Context: an optimization exercise on an open-source flow, tuned for a short achievable clock period and few clock cycles. The choices shown serve that exercise and are no tape-out recipe. The RTL was checked by simulation tests, not by an equivalence proof against the original design. Power figures rest on the tool's default switching activity, not on a simulated workload.

## flow/config.mk

```make
export PLATFORM = sky130hd
export DESIGN_NAME = gnp_bitio
export DESIGN_NICKNAME = gnp_bitio
export VERILOG_FILES = /design/flow/design.v
export SDC_FILE = /design/flow/constraint.sdc
export NUM_CORES = 4
export LEC_CHECK = 0
export ABC_CLOCK_PERIOD_IN_PS = 4500
export CAP_MARGIN = 20
export CORE_MARGIN = 2
export CORE_UTILIZATION = 50
export SLEW_MARGIN = 20
```

## flow/standard.sh

```bash
#!/bin/bash
# synth_recipe.tcl (not shown) runs the flow's synth.tcl, then flattens the netlist and writes it again
# the make line also repeats each setting of config.mk as NAME=value (left out here)
make -C /OpenROAD-flow-scripts/flow DESIGN_CONFIG=/design/flow/config.mk WORK_HOME=/design/flow/orfs CLKGATE_MAP_FILE= SYNTH_SCRIPT=/design/flow/synth_recipe.tcl "${@:-finish}"
```

## flow/constraint.sdc

```tcl
create_clock -name core_clock -period 18.0 [get_ports {clk}]
set_input_delay 3.6000 -clock core_clock [delete_from_list [all_inputs] [get_ports {clk}]]
set_output_delay 3.6000 -clock core_clock [all_outputs]
set_load 0.01 [all_outputs]
```

## flow/flow/run.sh

```bash
#!/bin/bash
# Layout: the standard flow (standard.sh) on the standard synthesis, with
# two changes to how the layout is made:
#  - the port buffers are buf_4 cells instead of the smallest buffer, which
#    repair cannot resize afterwards;
#  - timing repair aims at a setup slack of 13 ns at the design's 18 ns
#    clock, i.e. at a shorter achieved period.
# The make output goes to standard.log here; each step's own log is under
# orfs/logs/.
set -euo pipefail
bash standard.sh \
  "BUFFER_PORTS_ARGS=-buffer_cell sky130_fd_sc_hd__buf_4" \
  SETUP_SLACK_MARGIN=13 TNS_END_PERCENT=20 \
  finish > standard.log 2>&1
```

## flow/design.v

```verilog
module gnp_bitmath (
    input  wire [15:0] pcb,       
    input  wire [31:0] d,         
    output wire [5:0]  popcnt,    
    output wire [5:0]  blen,      
    output wire [31:0] smear      
);
    assign popcnt = ({2'b0, pcb[3:0]} + {2'b0, pcb[7:4]}) +
                    ({2'b0, pcb[11:8]} + {2'b0, pcb[15:12]});
    wire [31:0] s1 = d  | {1'b0,  d[31:1]};
    wire [31:0] s2 = s1 | {2'b0,  s1[31:2]};
    wire [31:0] s3 = s2 | {4'b0,  s2[31:4]};
    wire [31:0] s4 = s3 | {8'b0,  s3[31:8]};
    assign smear   = s4 | {16'b0, s4[31:16]};
    wire        h16 = |d[31:16];
    wire [15:0] t1  = h16 ? d[31:16] : d[15:0];
    wire        h8  = |t1[15:8];
    wire [7:0]  t2  = h8 ? t1[15:8] : t1[7:0];
    wire        h4  = |t2[7:4];
    wire [3:0]  t3  = h4 ? t2[7:4] : t2[3:0];
    wire        h2  = |t3[3:2];
    wire [1:0]  t4  = h2 ? t3[3:2] : t3[1:0];
    wire        h1  = t4[1];
    wire        nz  = |t4;
    assign blen = nz ? ({1'b0, h16, h8, h4, h2, h1} + 6'd1) : 6'd0;
endmodule
module gnp_fifo #(
    parameter W  = 8,
    parameter AW = 4
) (
    input  wire          clk,
    input  wire          rst,
    input  wire          push,
    input  wire [W-1:0]  din,
    input  wire          pop,
    output reg           hv,
    output reg  [W-1:0]  hd,
    output wire [AW:0]   used       
);
    localparam D = 1 << AW;
    reg [W-1:0] mem [0:D-1];
    reg [AW:0]  wr, rd;
    wire        mne = wr != rd;
    wire        ld  = !hv || pop;
    wire        full = (wr[AW] != rd[AW]) && (wr[AW-1:0] == rd[AW-1:0]);
    assign used = wr - rd;
    always @(posedge clk) begin
        if (!full) mem[wr[AW-1:0]] <= din;
        if (ld) hd <= mne ? mem[rd[AW-1:0]] : din;
        if (rst) begin
            wr <= 0; rd <= 0; hv <= 1'b0;
        end else begin
            if (push) wr <= wr + 1'b1;
            if (ld) begin
                hv <= mne || push;
                if (mne || push) rd <= rd + 1'b1;
            end
        end
    end
endmodule
module gnp_bitio (
    input  wire        clk,
    input  wire        rst,           
    input  wire        cmd_valid,
    output reg         cmd_ready,
    input  wire [31:0] cmd_data,
    output reg         rsp_valid,
    input  wire        rsp_ready,
    output reg  [31:0] rsp_data,
    output reg         rsp_last,
    output reg         mem_req,
    output reg         mem_we,
    output reg  [11:0] mem_addr,
    output reg  [31:0] mem_wdata,
    input  wire        mem_gnt,
    input  wire        mem_rvalid,
    input  wire [31:0] mem_rdata
);
    localparam RQ_AW = 5, RQ_D = 32;    
    localparam MQ_AW = 3, MQ_D = 8;     
    localparam OQ_AW = 5, OQ_D = 32;    
    localparam LQ_AW = 4, LQ_D = 16;    
    localparam XQ_AW = 2, XQ_D = 4;     
    localparam CR_K  = 6;               
    localparam [7:0] C_POPCNT  = 8'h01, C_BITSREQ = 8'h02,
                     W_NEW     = 8'h10, W_BITS    = 8'h11, W_FLUSH = 8'h12,
                     W_ALIGN   = 8'h13, W_BYTES   = 8'h14, W_INT   = 8'h15,
                     R_NEW     = 8'h20, R_BITS    = 8'h21, R_ALIGN = 8'h23,
                     R_BYTES   = 8'h24, R_INT     = 8'h25;
    localparam [3:0] K_ILL = 4'd0, K_POP = 4'd1, K_BREQ = 4'd2, K_WNEW = 4'd3,
                     K_WBITS = 4'd4, K_WFLUSH = 4'd5, K_WALIGN = 4'd6,
                     K_WYH = 4'd7, K_WINT = 4'd8, K_RNEW = 4'd9,
                     K_RBITS = 4'd10, K_RALIGN = 4'd11, K_RBYTES = 4'd12,
                     K_RINT = 4'd13, K_WYP = 4'd14;
    localparam [3:0] ST_OK = 4'd0, ST_INVCAP = 4'd1, ST_CAPEXC = 4'd2,
                     ST_OVF = 4'd3, ST_PADNZ = 4'd4, ST_MISAL = 4'd5,
                     ST_BITSR = 4'd6, ST_RANGE = 4'd7, ST_BUFB = 4'd8,
                     ST_NOTB = 4'd9, ST_FAULTED = 4'd10, ST_ILLEGAL = 4'd11,
                     ST_DESYNC = 4'd12;
    localparam [1:0] T_ST = 2'd0,     
                     T_IMM = 2'd1,    
                     T_RD = 2'd2,     
                     T_PAD = 2'd3;    
    reg rst_r;
    always @(posedge clk) rst_r <= rst;
    reg        in_v;
    reg [31:0] in_d;
    always @(posedge clk) begin
        in_v <= cmd_valid & cmd_ready & ~rst_r;
        in_d <= cmd_data;
    end
    wire [7:0] h_op  = in_d[7:0];
    wire       h_a0  = (in_d[31:8] == 24'd0);
    wire       h_a14 = (in_d[31:14] == 18'd0);
    reg        h_legal;
    reg [1:0]  h_nops;
    reg [3:0]  h_kind;
    always @* begin
        h_legal = 1'b0; h_nops = 2'd0; h_kind = K_ILL;
        case (h_op)
            C_POPCNT:  begin h_legal = h_a0;  h_nops = 2'd1; h_kind = K_POP;    end
            C_BITSREQ: begin h_legal = h_a0;  h_nops = 2'd2; h_kind = K_BREQ;   end
            W_NEW:     begin h_legal = h_a0;  h_nops = 2'd2; h_kind = K_WNEW;   end
            W_BITS:    begin h_legal = h_a14; h_nops = 2'd1; h_kind = K_WBITS;  end
            W_FLUSH:   begin h_legal = h_a0;  h_nops = 2'd0; h_kind = K_WFLUSH; end
            W_ALIGN:   begin h_legal = h_a0;  h_nops = 2'd0; h_kind = K_WALIGN; end
            W_BYTES:   begin h_legal = 1'b1;  h_nops = 2'd0; h_kind = K_WYH;    end
            W_INT:     begin h_legal = h_a0;  h_nops = 2'd3; h_kind = K_WINT;   end
            R_NEW:     begin h_legal = h_a0;  h_nops = 2'd2; h_kind = K_RNEW;   end
            R_BITS:    begin h_legal = h_a14; h_nops = 2'd0; h_kind = K_RBITS;  end
            R_ALIGN:   begin h_legal = h_a0;  h_nops = 2'd0; h_kind = K_RALIGN; end
            R_BYTES:   begin h_legal = 1'b1;  h_nops = 2'd0; h_kind = K_RBYTES; end
            R_INT:     begin h_legal = h_a0;  h_nops = 2'd2; h_kind = K_RINT;   end
            default:   begin h_legal = 1'b0;  h_nops = 2'd0; h_kind = K_ILL;    end
        endcase
    end
    reg [1:0]  d_st;           
    reg [3:0]  d_kind;
    reg [5:0]  d_len;
    reg [1:0]  d_need, d_got;
    reg [31:0] d_a, d_b;
    reg [31:0] d_mn;           
    reg [22:0] d_pw;           
    reg [1:0]  d_nm;           
    wire [31:0] d_diff = in_d - d_mn;                          
    wire        d_gt   = $signed(d_mn) > $signed(in_d);
    wire        d_eq   = d_mn == in_d;
    wire        d_vge  = $signed(d_a) >= $signed(d_b);         
    wire        d_vle  = $signed(d_a) <= $signed(in_d);        
    wire [31:0] d_vmn  = d_a - d_b;
    wire [32:0] d_end  = {1'b0, d_a} + {3'b0, in_d[31:2]};
    wire        d_bb   = d_end > 33'd4096;
    wire        p_last = (d_pw == 23'd1);
    wire [1:0]  p_nb   = p_last ? d_nm : 2'd0;                 
    wire [31:0] p_mask = (p_nb == 2'd1) ? 32'h0000_00FF :
                         (p_nb == 2'd2) ? 32'h0000_FFFF :
                         (p_nb == 2'd3) ? 32'h00FF_FFFF : 32'hFFFF_FFFF;
    wire [5:0]  p_len  = (p_nb == 2'd0) ? 6'd32 : {1'b0, p_nb, 3'b0};
    wire        p_big  = (d_pw >= 23'd3) || (d_pw == 23'd2 && d_nm == 2'd0);
    wire [1:0]  p_ra   = (d_pw == 23'd2) ? d_nm : 2'd0;
    function [3:0] pop8;
        input [7:0] b;
        reg [1:0] q0, q1, q2, q3;
        begin
            q0 = {1'b0, b[0]} + {1'b0, b[1]};
            q1 = {1'b0, b[2]} + {1'b0, b[3]};
            q2 = {1'b0, b[4]} + {1'b0, b[5]};
            q3 = {1'b0, b[6]} + {1'b0, b[7]};
            pop8 = ({2'b0, q0} + {2'b0, q1}) + ({2'b0, q2} + {2'b0, q3});
        end
    endfunction
    reg        r1_v;
    reg [3:0]  r1_k;
    reg [5:0]  r1_len;
    reg [31:0] r1_a, r1_c, r1_d;
    reg [15:0] r1_pc;          
    reg        r1_gt, r1_eq, r1_vge, r1_vle, r1_bb, r1_inv;
    reg [23:0] r1_n;
    reg        r1_plast, r1_big;
    reg [1:0]  r1_ra;
    always @(posedge clk) begin
        r1_v <= 1'b0;
        if (rst_r) begin
            d_st <= 2'd0;
        end else if (in_v) begin
            case (d_st)
            2'd0: begin
                r1_k   <= h_legal ? h_kind : K_ILL;
                r1_len <= in_d[13:8];
                r1_n   <= in_d[31:8];
                d_kind <= h_kind;
                d_len  <= in_d[13:8];
                d_need <= h_nops;
                d_got  <= 2'd0;
                d_pw   <= {1'b0, in_d[31:10]} + {22'd0, (in_d[9:8] != 2'd0)};
                d_nm   <= in_d[9:8];
                if (!h_legal || h_nops == 2'd0) begin
                    r1_v <= 1'b1;
                    if (h_legal && h_kind == K_WYH && in_d[31:8] != 24'd0)
                        d_st <= 2'd2;
                end else begin
                    d_st <= 2'd1;
                end
            end
            2'd1: begin
                if (d_got + 2'd1 == d_need) begin
                    r1_v   <= 1'b1;
                    r1_k   <= d_kind;
                    r1_len <= d_len;
                    r1_c   <= in_d;
                    r1_pc  <= {pop8(in_d[31:24]), pop8(in_d[23:16]), pop8(in_d[15:8]), pop8(in_d[7:0])};
                    r1_a   <= (d_kind == K_WINT) ? d_vmn : d_a;
                    r1_d   <= d_diff;
                    r1_gt  <= d_gt;
                    r1_eq  <= d_eq;
                    r1_vge <= d_vge;
                    r1_vle <= d_vle;
                    r1_bb  <= d_bb;
                    r1_inv <= in_d[1:0] != 2'd0;
                    d_st   <= 2'd0;
                end
                if (d_got == 2'd0) d_a <= in_d;
                if (d_got == 2'd1) d_b <= in_d;
                if (d_got == ((d_kind == K_WINT) ? 2'd1 : 2'd0)) d_mn <= in_d;
                d_got <= d_got + 2'd1;
            end
            default: begin
                r1_v     <= 1'b1;
                r1_k     <= K_WYP;
                r1_len   <= p_len;
                r1_c     <= in_d & p_mask;
                r1_plast <= p_last;
                r1_big   <= p_big;
                r1_ra    <= p_ra;
                d_pw     <= d_pw - 23'd1;
                if (p_last) d_st <= 2'd0;
            end
            endcase
        end
    end
    wire [5:0]  bm_pop, bm_blen;
    wire [31:0] bm_smear;
    gnp_bitmath u_math (.pcb(r1_pc), .d(r1_d), .popcnt(bm_pop), .blen(bm_blen), .smear(bm_smear));
    wire [31:0] len_mask = (r1_len >= 6'd32) ? 32'hFFFF_FFFF : ((32'd1 << r1_len[4:0]) - 32'd1);
    wire [15:0] n16 = {1'b0, r1_n[14:0]};
    reg        r2_v;
    reg [3:0]  r2_k;
    reg [5:0]  r2_L;
    reg [31:0] r2_val;
    reg        r2_bad, r2_bb;
    reg [11:0] r2_base;
    reg [17:0] r2_rem;
    reg        r2_nhi, r2_nz;
    reg [14:0] r2_n15;
    reg [12:0] r2_cnt, r2_cntm1;
    reg [13:0] r2_ld0, r2_ld1, r2_ld2, r2_ld3;
    reg        r2_plast, r2_big;
    reg        r2_kwa, r2_kra, r2_kri, r2_wbad, r2_rbad;
    reg [3:0]  r2_wbst, r2_rbst;    
    reg [1:0]  r2_ra;
    always @(posedge clk) begin
        r2_v     <= r1_v & ~rst_r;
        r2_k     <= r1_k;
        r2_L     <= (r1_k == K_WINT || r1_k == K_RINT) ? bm_blen : r1_len;
        case (r1_k)
            K_POP:   r2_val <= {26'd0, bm_pop};
            K_BREQ:  r2_val <= {26'd0, bm_blen};
            K_WINT:  r2_val <= r1_a & bm_smear;
            K_RINT:  r2_val <= r1_a;
            K_WBITS: r2_val <= r1_c & len_mask;
            K_WYP:   r2_val <= r1_c;
            default: r2_val <= 32'd0;
        endcase
        case (r1_k)
            K_WBITS, K_RBITS: r2_bad <= r1_len > 6'd32;
            K_WINT:  r2_bad <= !(!r1_gt && !r1_eq && r1_vge && r1_vle);
            K_RINT:  r2_bad <= r1_gt | r1_eq;
            K_BREQ:  r2_bad <= r1_gt;
            default: r2_bad <= r1_inv;
        endcase
        r2_bb    <= r1_bb;
        r2_base  <= r1_a[11:0];
        r2_rem   <= {r1_c[14:0], 3'b0};
        r2_nhi   <= r1_n[23:15] != 9'd0;
        r2_nz    <= r1_n != 24'd0;
        r2_n15   <= r1_n[14:0];
        r2_cnt   <= n16[14:2] + {12'd0, (n16[1:0] != 2'd0)};
        r2_cntm1 <= n16[14:2] + {12'd0, (n16[1:0] != 2'd0)} - 13'd1;
        r2_ld0   <= (n16 + 16'd3) >> 2;
        r2_ld1   <= (n16 + 16'd2) >> 2;
        r2_ld2   <= (n16 + 16'd1) >> 2;
        r2_ld3   <= n16 >> 2;
        r2_plast <= r1_plast;
        r2_kwa   <= r1_k == K_WALIGN;
        r2_kra   <= r1_k == K_RALIGN;
        r2_kri   <= r1_k == K_RINT;
        r2_wbad  <= (r1_k == K_WBITS && r1_len > 6'd32) ||
                    (r1_k == K_WINT && !(!r1_gt && !r1_eq && r1_vge && r1_vle));
        r2_wbst  <= (r1_k == K_WBITS) ? ST_BITSR : ST_RANGE;
        r2_rbad  <= (r1_k == K_RBITS && r1_len > 6'd32) || (r1_k == K_RINT && (r1_gt || r1_eq));
        r2_rbst  <= (r1_k == K_RBITS) ? ST_BITSR : ST_RANGE;
        r2_big   <= r1_big;
        r2_ra    <= r1_ra;
    end
    reg        w_bound, w_fault, w_desync;
    reg [4:0]  w_sb;
    reg [31:0] w_scr;
    reg [11:0] w_addr;
    reg [17:0] w_rem;
    reg        wy_ok, wy_g;
    reg [3:0]  wy_st;
    reg        r_bound;
    reg [4:0]  r_sb;
    reg [11:0] r_addr;
    reg [17:0] r_rem;
    wire [2:0]  w_pad  = 3'd0 - w_sb[2:0];
    wire [5:0]  wL     = r2_kwa ? {3'd0, w_pad} : r2_L;
    wire [63:0] w_comb = {32'd0, w_scr} | ({32'd0, r2_val} << w_sb);
    wire [5:0]  w_nsb  = {1'b0, w_sb} + wL;
    wire        w_fl   = w_nsb[5];
    wire        w_cap  = {12'd0, wL} > w_rem;
    wire [5:0]  w_after = {1'b0, w_nsb[4:0]} + {1'b0, r2_ra, 3'b0};
    wire        w_laststore = w_fl && !r2_big && !w_after[5];
    wire        wy_capx = r2_nhi || (r2_n15 > w_rem[17:3]);
    wire [2:0]  r_pad  = r_sb[2:0];
    wire [5:0]  rL     = r2_kra ? {3'd0, r_pad} : r2_L;
    wire        r_ovf  = {12'd0, rL} > r_rem;
    wire        r_refill = {1'b0, r_sb} < rL;
    wire        ry_ovf = r2_nhi || (r2_n15 > r_rem[17:3]);
    wire [5:0]  r_p    = 6'd32 - {1'b0, r_sb};    
    wire        ry_lrefill = (r2_n15[1:0] == 2'd0) || (r_sb < {r2_n15[1:0], 3'b0});
    reg  [13:0] ry_loads;
    always @* begin
        case (r_sb[4:3])
            2'd0: ry_loads = r2_ld0;
            2'd1: ry_loads = r2_ld1;
            2'd2: ry_loads = r2_ld2;
            default: ry_loads = r2_ld3;
        endcase
    end
    reg        rq_push, mq_push, oq_push;
    reg [39:0] rq_din;
    reg [45:0] mq_din;
    reg [28:0] oq_din;
    reg        e2_rq_push, e2_mq_push, e2_oq_push;
    reg [39:0] e2_rq_din;
    reg [45:0] e2_mq_din;
    reg [28:0] e2_oq_din;
    always @(posedge clk) begin
        e2_rq_push <= rq_push & ~rst_r;
        e2_mq_push <= mq_push & ~rst_r;
        e2_oq_push <= oq_push & ~rst_r;
        e2_rq_din  <= rq_din;
        e2_mq_din  <= mq_din;
        e2_oq_din  <= oq_din;
    end
    function [39:0] ent;
        input [1:0] typ; input [3:0] st; input gate; input addi; input [31:0] imm;
        ent = {imm, addi, gate, st, typ};
    endfunction
    reg        e_wbits;        
    reg        e_wflush;       
    reg        e_wlatch;
    reg [3:0]  e_wst;
    reg        e_rok;          
    always @* begin
        rq_push = 1'b0; rq_din = 40'd0;
        mq_push = 1'b0; mq_din = 46'd0;
        oq_push = 1'b0; oq_din = 29'd0;
        e_wbits = 1'b0; e_wflush = 1'b0; e_wlatch = 1'b0; e_wst = ST_OK; e_rok = 1'b0;
        if (r2_v) begin
            case (r2_k)
            K_ILL: begin rq_push = 1'b1; rq_din = ent(T_ST, ST_ILLEGAL, 0, 0, 32'd0); end
            K_POP: begin rq_push = 1'b1; rq_din = ent(T_IMM, ST_OK, 0, 0, r2_val); end
            K_BREQ: begin
                rq_push = 1'b1;
                rq_din  = r2_bad ? ent(T_ST, ST_RANGE, 0, 0, 32'd0) : ent(T_IMM, ST_OK, 0, 0, r2_val);
            end
            K_WNEW, K_RNEW: begin
                rq_push = 1'b1;
                rq_din  = ent(T_ST, r2_bad ? ST_INVCAP : r2_bb ? ST_BUFB : ST_OK, 0, 0, 32'd0);
            end
            K_WBITS, K_WINT, K_WALIGN: begin
                rq_push = 1'b1;
                if (!w_bound)                        e_wst = ST_NOTB;
                else if (w_fault)                    e_wst = ST_FAULTED;
                else if (w_desync)                   begin e_wst = ST_DESYNC; e_wlatch = 1'b1; end
                else if (r2_wbad)                    begin e_wst = r2_wbst;   e_wlatch = 1'b1; end
                else if (r2_kwa && w_pad == 3'd0)    e_wst = ST_OK;
                else if (w_cap)                      begin e_wst = ST_CAPEXC; e_wlatch = 1'b1; end
                else                                 e_wbits = 1'b1;
                rq_din  = ent(T_ST, e_wst, e_wbits & w_fl, 0, 32'd0);
                if (e_wbits && w_fl) begin
                    mq_push = 1'b1;
                    mq_din  = {1'b1, w_comb[31:0], w_addr, 1'b1};
                end
            end
            K_WFLUSH: begin
                rq_push = 1'b1;
                if (!w_bound)            e_wst = ST_NOTB;
                else if (w_fault)        e_wst = ST_FAULTED;
                else if (w_sb != 5'd0)   e_wflush = 1'b1;
                rq_din  = ent(T_ST, e_wst, e_wflush, 0, 32'd0);
                if (e_wflush) begin
                    mq_push = 1'b1;
                    mq_din  = {1'b1, w_scr, w_addr, 1'b1};
                end
            end
            K_WYH: begin
                if (!w_bound)                 e_wst = ST_NOTB;
                else if (w_fault)             e_wst = ST_FAULTED;
                else if (w_desync)            begin e_wst = ST_DESYNC; e_wlatch = 1'b1; end
                else if (w_sb[2:0] != 3'd0)   begin e_wst = ST_MISAL;  e_wlatch = 1'b1; end
                else if (wy_capx)             begin e_wst = ST_CAPEXC; e_wlatch = 1'b1; end
                rq_push = !r2_nz;
                rq_din  = ent(T_ST, e_wst, 0, 0, 32'd0);
            end
            K_WYP: begin
                e_wbits = wy_ok;
                rq_push = r2_plast;
                rq_din  = ent(T_ST, wy_st, wy_g | (wy_ok & w_laststore), 0, 32'd0);
                if (wy_ok && w_fl) begin
                    mq_push = 1'b1;
                    mq_din  = {w_laststore, w_comb[31:0], w_addr, 1'b1};
                end
            end
            K_RBITS, K_RINT, K_RALIGN: begin
                rq_push = 1'b1;
                if (!r_bound)
                    rq_din = ent(T_ST, ST_NOTB, 0, 0, 32'd0);
                else if (r2_rbad)
                    rq_din = ent(T_ST, r2_rbst, 0, 0, 32'd0);
                else if (r2_kra && r_pad == 3'd0)
                    rq_din = ent(T_ST, ST_OK, 0, 0, 32'd0);
                else if (r_ovf)
                    rq_din = ent(T_ST, ST_OVF, 0, 0, 32'd0);
                else begin
                    e_rok   = 1'b1;
                    rq_din  = ent(r2_kra ? T_PAD : T_RD, ST_OK, 0, r2_kri, r2_kri ? r2_val : 32'd1);
                    oq_push = 1'b1;
                    oq_din  = {2'd0, 13'd0, 1'b0, r_refill, rL, r_p};
                    if (r_refill) begin
                        mq_push = 1'b1;
                        mq_din  = {1'b0, 32'd0, r_addr, 1'b0};
                    end
                end
            end
            K_RBYTES: begin
                rq_push = 1'b1;
                if (!r_bound)
                    rq_din = ent(T_ST, ST_NOTB, 0, 0, 32'd0);
                else if (r_sb[2:0] != 3'd0)
                    rq_din = ent(T_ST, ST_MISAL, 0, 0, 32'd0);
                else if (ry_ovf)
                    rq_din = ent(T_ST, ST_OVF, 0, 0, 32'd0);
                else begin
                    rq_din  = ent(T_RD, ST_OK, 0, 0, {19'd0, r2_cnt});
                    oq_push = r2_nz;
                    oq_din  = {r2_n15[1:0], r2_cntm1, 1'b1, ry_lrefill, 6'd0, r_p};
                    if (ry_loads != 14'd0) begin
                        mq_push = 1'b1;
                        mq_din  = {1'b0, 18'd0, ry_loads - 14'd1, r_addr, 1'b0};
                    end
                end
            end
            default: ;
            endcase
        end
    end
    always @(posedge clk) begin
        if (rst_r) begin
            w_bound <= 1'b0; w_fault <= 1'b0; w_desync <= 1'b0;
            w_sb <= 5'd0; w_scr <= 32'd0; w_addr <= 12'd0; w_rem <= 18'd0;
            wy_ok <= 1'b0; wy_g <= 1'b0; wy_st <= ST_OK;
            r_bound <= 1'b0; r_sb <= 5'd0; r_addr <= 12'd0; r_rem <= 18'd0;
        end else if (r2_v) begin
            if (e_wlatch) w_fault <= 1'b1;
            if (e_wbits) begin
                w_sb  <= w_nsb[4:0];
                w_scr <= w_fl ? w_comb[63:32] : w_comb[31:0];
                w_rem <= w_rem - {12'd0, wL};
                if (w_fl) w_addr <= w_addr + 12'd1;
            end
            if (e_wflush) begin
                w_sb     <= 5'd0;
                w_scr    <= 32'd0;
                w_addr   <= w_addr + 12'd1;
                w_desync <= 1'b1;
            end
            if (e_rok) begin
                r_sb  <= r_sb - rL[4:0];
                r_rem <= r_rem - {12'd0, rL};
                if (r_refill) r_addr <= r_addr + 12'd1;
            end
            case (r2_k)
            K_WNEW: if (!r2_bad && !r2_bb) begin
                w_bound <= 1'b1; w_fault <= 1'b0; w_desync <= 1'b0;
                w_sb <= 5'd0; w_scr <= 32'd0; w_addr <= r2_base; w_rem <= r2_rem;
            end
            K_RNEW: if (!r2_bad && !r2_bb) begin
                r_bound <= 1'b1; r_sb <= 5'd0; r_addr <= r2_base; r_rem <= r2_rem;
            end
            K_WYH: begin
                wy_ok <= (e_wst == ST_OK);
                wy_st <= e_wst;
                wy_g  <= 1'b0;
            end
            K_WYP: if (wy_ok && w_laststore) wy_g <= 1'b1;
            K_RBYTES:
                if (r_bound && r_sb[2:0] == 3'd0 && !ry_ovf) begin
                    r_sb   <= {r_sb[4:3] - r2_n15[1:0], 3'b0};
                    r_rem  <= r_rem - {r2_n15, 3'b0};
                    r_addr <= r_addr + ry_loads[11:0];
                end
            default: ;
            endcase
        end
    end
    wire        rq_hv, mq_hv, oq_hv, lq_hv, xq_hv;
    wire [39:0] rq_hd;
    wire [45:0] mq_hd;
    wire [28:0] oq_hd;
    wire [31:0] lq_hd, xq_hd;
    wire [RQ_AW:0] rq_used;
    wire [MQ_AW:0] mq_used;
    wire [OQ_AW:0] oq_used;
    wire [LQ_AW:0] lq_used;
    wire [XQ_AW:0] xq_used;
    wire        rq_pop, mq_pop, oq_pop, lq_pop, xq_pop;
    reg         rv_r;
    reg  [31:0] rd_r;
    wire        xq_push;
    wire [31:0] xq_din;
    gnp_fifo #(.W(40), .AW(RQ_AW)) u_rq (.clk(clk), .rst(rst_r), .push(e2_rq_push), .din(e2_rq_din),
        .pop(rq_pop), .hv(rq_hv), .hd(rq_hd), .used(rq_used));
    gnp_fifo #(.W(46), .AW(MQ_AW)) u_mq (.clk(clk), .rst(rst_r), .push(e2_mq_push), .din(e2_mq_din),
        .pop(mq_pop), .hv(mq_hv), .hd(mq_hd), .used(mq_used));
    gnp_fifo #(.W(29), .AW(OQ_AW)) u_oq (.clk(clk), .rst(rst_r), .push(e2_oq_push), .din(e2_oq_din),
        .pop(oq_pop), .hv(oq_hv), .hd(oq_hd), .used(oq_used));
    gnp_fifo #(.W(32), .AW(LQ_AW)) u_lq (.clk(clk), .rst(rst_r), .push(rv_r), .din(rd_r),
        .pop(lq_pop), .hv(lq_hv), .hd(lq_hd), .used(lq_used));
    gnp_fifo #(.W(32), .AW(XQ_AW)) u_xq (.clk(clk), .rst(rst_r), .push(xq_push), .din(xq_din),
        .pop(xq_pop), .hv(xq_hv), .hd(xq_hd), .used(xq_used));
    reg  [12:0] b_off;                  
    reg  [LQ_AW+1:0] ld_cred;           
    reg         mk_v;                   
    reg         mk_we, mk_g;
    reg  [11:0] mk_a;
    reg  [31:0] mk_d;
    reg         mem_g;                  
    wire        bu_st   = mq_hd[0];
    wire        bu_v    = mq_hv && !mk_v && (bu_st || ld_cred != 0);
    wire [11:0] bu_a    = mq_hd[12:1] + (bu_st ? 12'd0 : b_off[11:0]);
    wire        bu_last = bu_st || (b_off == mq_hd[25:13]);
    wire        bu_ld   = bu_v && !bu_st;
    wire        bu_g    = mq_hd[45] & bu_st;
    wire        m_load  = !mem_req || mem_gnt;
    reg         tg_r;                   
    assign mq_pop = bu_v && bu_last;
    always @(posedge clk) begin
        if (rst_r) begin
            b_off <= 13'd0; ld_cred <= (LQ_D + 1);
            mk_v <= 1'b0; mem_req <= 1'b0; tg_r <= 1'b0; rv_r <= 1'b0;
        end else begin
            if (bu_v) b_off <= bu_last ? 13'd0 : b_off + 13'd1;
            ld_cred <= ld_cred - {{(LQ_AW+1){1'b0}}, bu_ld} + {{(LQ_AW+1){1'b0}}, lq_pop};
            if (m_load) begin
                if (mk_v) begin
                    mem_req <= 1'b1; mem_we <= mk_we; mem_addr <= mk_a; mem_wdata <= mk_d; mem_g <= mk_g;
                    mk_v <= 1'b0;
                end else begin
                    mem_req <= bu_v; mem_we <= bu_st; mem_addr <= bu_a; mem_wdata <= mq_hd[44:13];
                    mem_g <= bu_g;
                end
            end else if (bu_v) begin
                mk_v <= 1'b1; mk_we <= bu_st; mk_a <= bu_a; mk_d <= mq_hd[44:13]; mk_g <= bu_g;
            end
            tg_r <= mem_req & mem_gnt & mem_g;
            rv_r <= mem_rvalid;
        end
        rd_r <= mem_rdata;
    end
    wire [5:0]  xo_p    = oq_hd[5:0];
    wire [5:0]  xo_len  = oq_hd[11:6];
    wire        xo_rf   = oq_hd[12];
    wire        xo_byt  = oq_hd[13];
    wire [12:0] xo_cm1  = oq_hd[26:14];
    wire [1:0]  xo_nm   = oq_hd[28:27];
    reg  [31:0] x_w0;                   
    reg  [12:0] x_k;                    
    wire        x_klast = x_k == xo_cm1;
    wire        x_lastw = !xo_byt || x_klast;
    wire        x_refill = xo_rf || (xo_byt && !x_klast);
    wire        x_room  = xq_used < XQ_D[XQ_AW:0];
    wire        x_go    = oq_hv && (!x_refill || lq_hv) && x_room;
    wire [63:0] x_fun   = {lq_hd, x_w0} >> xo_p;
    wire [31:0] x_mlen  = (xo_len >= 6'd32) ? 32'hFFFF_FFFF : ((32'd1 << xo_len[4:0]) - 32'd1);
    wire [31:0] x_mnm   = (xo_nm == 2'd1) ? 32'h0000_00FF :
                          (xo_nm == 2'd2) ? 32'h0000_FFFF :
                          (xo_nm == 2'd3) ? 32'h00FF_FFFF : 32'hFFFF_FFFF;
    wire [31:0] x_mask  = !xo_byt ? x_mlen : x_klast ? x_mnm : 32'hFFFF_FFFF;
    assign xq_din  = x_fun[31:0] & x_mask;
    assign xq_push = x_go;
    assign lq_pop  = x_go && x_refill;
    assign oq_pop  = x_go && x_lastw;
    always @(posedge clk) begin
        if (rst_r) begin
            x_k <= 13'd0;
        end else if (x_go) begin
            x_k <= x_lastw ? 13'd0 : x_k + 13'd1;
        end
        if (lq_pop) x_w0 <= lq_hd;
    end
    wire [1:0]  oe_typ  = rq_hd[1:0];
    wire [3:0]  oe_st   = rq_hd[5:2];
    wire        oe_gate = rq_hd[6];
    wire        oe_add  = rq_hd[7];
    wire [31:0] oe_imm  = rq_hd[39:8];
    wire [12:0] oe_cnt  = oe_add ? 13'd1 : oe_imm[12:0];
    reg         o_sub;
    reg  [12:0] o_cnt;
    reg  [5:0]  gpend;
    reg         sk_v, sk_l;
    reg  [31:0] sk_d;
    wire [31:0] o_sum   = xq_hd + oe_imm;
    reg         ou_v, ou_l, ou_pop, ou_xpop, ou_gdec;
    reg  [31:0] ou_d;
    always @* begin
        ou_v = 1'b0; ou_l = 1'b0; ou_d = 32'd0; ou_pop = 1'b0; ou_xpop = 1'b0; ou_gdec = 1'b0;
        if (rq_hv && !sk_v) begin
            case (oe_typ)
            T_ST: if (!oe_gate || gpend != 6'd0) begin
                ou_v = 1'b1; ou_l = 1'b1; ou_d = {28'd0, oe_st}; ou_pop = 1'b1; ou_gdec = oe_gate;
            end
            T_IMM: begin
                ou_v = 1'b1;
                if (!o_sub) begin ou_l = 1'b0; ou_d = 32'd0; end
                else begin ou_l = 1'b1; ou_d = oe_imm; ou_pop = 1'b1; end
            end
            T_RD: begin
                if (!o_sub) begin
                    ou_v = 1'b1; ou_l = (oe_cnt == 13'd0); ou_d = 32'd0; ou_pop = ou_l;
                end else if (xq_hv) begin
                    ou_v = 1'b1; ou_l = (o_cnt == 13'd1); ou_d = oe_add ? o_sum : xq_hd;
                    ou_xpop = 1'b1; ou_pop = ou_l;
                end
            end
            default: if (xq_hv) begin
                ou_v = 1'b1; ou_l = 1'b1; ou_d = {28'd0, (xq_hd != 32'd0) ? ST_PADNZ : ST_OK};
                ou_xpop = 1'b1; ou_pop = 1'b1;
            end
            endcase
        end
    end
    assign rq_pop = ou_pop;
    assign xq_pop = ou_xpop;
    wire o_load = !rsp_valid || rsp_ready;
    always @(posedge clk) begin
        if (rst_r) begin
            o_sub <= 1'b0; gpend <= 6'd0; sk_v <= 1'b0; rsp_valid <= 1'b0;
        end else begin
            if (ou_v) begin
                if (ou_pop) o_sub <= 1'b0;
                else if (!o_sub) begin o_sub <= 1'b1; o_cnt <= oe_cnt; end
                else o_cnt <= o_cnt - 13'd1;
            end
            gpend <= gpend + {5'd0, tg_r} - {5'd0, ou_gdec};
            if (o_load) begin
                if (sk_v) begin
                    rsp_valid <= 1'b1; rsp_data <= sk_d; rsp_last <= sk_l; sk_v <= 1'b0;
                end else begin
                    rsp_valid <= ou_v; rsp_data <= ou_d; rsp_last <= ou_l;
                end
            end else if (ou_v) begin
                sk_v <= 1'b1; sk_d <= ou_d; sk_l <= ou_l;
            end
        end
    end
    always @(posedge clk) begin
        cmd_ready <= !rst && !rst_r &&
                     (rq_used <= RQ_D[RQ_AW:0] - CR_K[RQ_AW:0]) &&
                     (mq_used <= MQ_D[MQ_AW:0] - CR_K[MQ_AW:0]) &&
                     (oq_used <= OQ_D[OQ_AW:0] - CR_K[OQ_AW:0]);
    end
endmodule
```

==> out/results.txt <==
core area = 0.378 sq mm
worst-path cell with the longest stage delay = dfxtp_4
Final Hold Vio Count = 0
Crit path max-delay family = flip-flops
largest net degree at the start of global routing = 140
final wirelength = 528000 um
area leader, netlist = edfxtp_1
Remaining DRCs = 0
Power Total = 24700 uW
CP max FO = 2
critical path startpoint category = flop
HPWL after DPL = 324000 um
Die Y = 620 um
# setup viols final = 0
max incr delay on CP = 500 ps
GP Congestion = 0.934
Crit path required time = 14400 ps
per-cell routed wire length = 30.5 um
most common cell after layout, fill and taps aside = edfxtp_1
compound-cell area share of the yosys netlist = 5.52%
Synthesis Warnings = 6
fill count = 28.9k
mapped cell area = 0.189 sq mm
worst path cell trace = buf_6
post-place instance area = 0.198 sq mm
Yosys reg bits = 4446
CP arrival = 1590 ps
initial antenna violation count = 30
Fmax achieved = 193 MHz
worst slack, placed = 12340 ps
GRT Util Overall = 27.2%
combinational family with the most area after synthesis = multiplexers
sequential share of the synthesized area = 67.5%
Synth cell types = 97
WP buf/inv = 1
Worst Setup End Kind = primary output
Final Instance Area = 0.213 sq mm
First-pass DRT Iterations = 6
most frequently used flop master after synthesis = edfxtp_1
CTS root buf = clkbuf_16
Layout area overhead = 12.4%
Setup WS post-layout = 12810 ps
Synth Instances = 11.6k
TritonCTS clock tree = done
outcome = finished clean
maximum VDD drop = 95.3 uV
Synth top area share = 61.5%
Clock Tree Buf Depth = 4
Num CTS Buffers = 452
Starting Density = 50.1%
via count = 107k
Worst Setup Path Type = flop to primary output
fraction of registers with async set/reset = 0%
ratio of cells with drive above 1 in the final layout = 20.8%
PwrDens = 116 mW/mm^2
final core utilization = 56.3%
IO Port Bufs = 150
H-tree Lvls = 5
synth top area cells = edfxtp_1, mux4_2, dfxtp_1
Max-slew headroom = 20.0%
Mean Syn Cell Area = 16.4 sq um
leakage power = 0.0777 uW
I/O Pins = 151
Slew Limit Fails = 0
EDFF count, synth = 3881
clk_skew = 89.2 ps
antenna-violating nets left = 0
minimum clock period = 5190 ps
final net count = 12.4k
total negative setup slack = 0 ps
vias in the first global route = 106k
period utilization = 28.8%
Via density = 6.21
die area = 0.384 sq mm
RSZ-0062 raised after global routing = yes
clk sink count = 4446
syn nets = 12.1k
Post-CTS Hold Buffers = 0
Simple-Gate Fraction of Synth Area = 5.52%
Worst-path clk slew = 60 ps
latest clock arrival within the worst-skew pair = 1020 ps
worst hold path class = flop to flop
most frequent cells in the layout = edfxtp_1, mux4_2, nor2_1
XOR/XNOR share of the synthesized area = 1.80%
Die X = 620 um
Slew @ Worst Pin = 1190 ps
global-route wire length before repair = 755000 um
1st-iter DRT viols = 11.8k
mux cell area share after synthesis = 14.8%
Synth Area in Adders = 3.01%
FP Rows = 226
max-cap viol count = 0
remaining global-route overflow = 0
[worst paths after layout]
| kind | from | endpoint | slack (ps) | cells past startpoint |
|---|---|---|---|---|
| worst max-delay path | cmd_ready$_DFF_P_ | cmd_ready | 12810 | 1 |
| worst max register to register | u_oq.hd[23]$_DFFE_PN_ | ld_cred[4]$_SDFF_PP1_ | 13060 | 16 |
| worst min register to register | r1_plast$_DFFE_PP_ | r2_plast$_DFF_P_ | 340 | 0 |
| worst min-delay path | r1_plast$_DFFE_PP_ | r2_plast$_DFF_P_ | 340 | 0 |
[registers in the layout, summed over array words and instances (netlist names), 40 cells and up]
register / cells
u_lq.mem: 512
e2_rq_din: 40
u_oq.mem: 928
e2_mq_din: 46
u_mq.hd: 46
u_mq.mem: 368
u_rq.mem: 1280
u_rq.hd: 40
u_xq.mem: 128
[report_power, final]
group / internal (uW) / switching, uW / total, uW
Sequential: 11600 / 362 / 11900
Combinational: 1420 / 1910 / 3330
Clock: 5480 / 4010 / 9490
Total: 18500 / 6280 / 24700
[layout make-up]
| cell class | instances | area [sq um] | share of cell area (%) |
|---|---|---|---|
| Sequential cell | 4446 | 128000 | 60.1 |
| Multi-Input combinational cell | 6203 | 58900 | 27.6 |
| Clock buffer | 584 | 12400 | 5.82 |
| Tap cell | 5016 | 6280 | 2.95 |
| Timing Repair Buffer | 425 | 3330 | 1.57 |
| Clock inverter | 266 | 2750 | 1.29 |
| Inverter | 360 | 1360 | 0.640 |
| Antenna cell | 10 | 25.0 | 0.0117 |
| Timing Repair inverter | 1 | 5.00 | 0.00235 |
[kinds of logic (layout without fill, tap and decap cells)]
logic type,count (synthesis),in the layout
AO/OA/AOI/OAI,1656,1656
flip-flops,4446,4446
multiplexers,1461,1461
XOR/XNOR,390,390
buffers and inverters,933,1636
adder cells (fa/ha/maj),434,434
other,0,10
AND/OR/NAND/NOR,2261,2262
[layer usage]
layer | part of all wire [%] | vias up | GRT usage [%]
met4 | 2.9 | 6 | 7.16
met5 | 0.0076 | - | 0
met1 | 43 | 56200 | 39.8
met2 | 47 | 4311 | 43.0
met3 | 7.2 | 703 | 3.67
li1 | - | 46200 | -
[stage by stage]
step,hold WS [ps],cells
floorplan,323,11600
global placement,330,16400
detailed placement,327,16400
CTS,337,17300
global route,356,17300
finish,337,17300
[synth_stat cells (all sizes together) (21+ instances only)]
master	count
nand2	619
o22ai	28
nor2b	109
mux2i	247
nand2b	59
o21ai	422
a221oi	23
a21oi	492
and3	57
a21o	138
ha	398
fa	36
dfxtp	565
a211oi	74
o211ai	50
buf	130
nand3	123
a21boi	21
a22o	25
xor2	172
nor2	775
or3	37
edfxtp	3881
a22oi	53
nor4	60
xnor2	218
nand4	87
clkbuf	443
o31ai	32
and2	55
mux2	163
a31oi	43
o21a	37
o21bai	25
mux4	1051
nor3	185
inv	355
[timing repair]
| item | in CTS | in global routing |
|---|---|---|
| resized for setup | 12 | 11 |
| endpoints found under the hold margin | 0 | 0 |
| setup buffers | 1 | 1 |
| endpoints found under the setup margin | 139 | 139 |
| cloned | 0 | 2 |
Testbench counts, summed over its fixed seeds: cycles 33,366.

port drivers added, routing unchanged:
In the flow no input, the clock included, has a driving cell. The finished layout below was timed again as built, in two steps.
Step 1: set_driving_cell puts a clkbuf_16 on clk and a buf_2 on each other input, an assumption about the parent block.
Step 2 times the ports against the registers' clock, not the clock port: input delays grow and output delays shrink by t, the midpoint of the rising clock arrivals with the driver on.
a / b / c = ideal / step 1 / step 2; a / b = the first two.
shift t [ns]: 1.075
slack for setup (ns): 12.809 / 12.701 / 12.859
worst hold slack (ns): 0.337 / 0.337 / 0.337
worst register clock-pin slew, ns: 0.08 / 0.08
pins driven straight from the clock port: 1
After both steps this run still meets setup and hold. For this run, drivers alone change the setup slack by -0.108 ns; drivers and shift together by +0.050 ns.
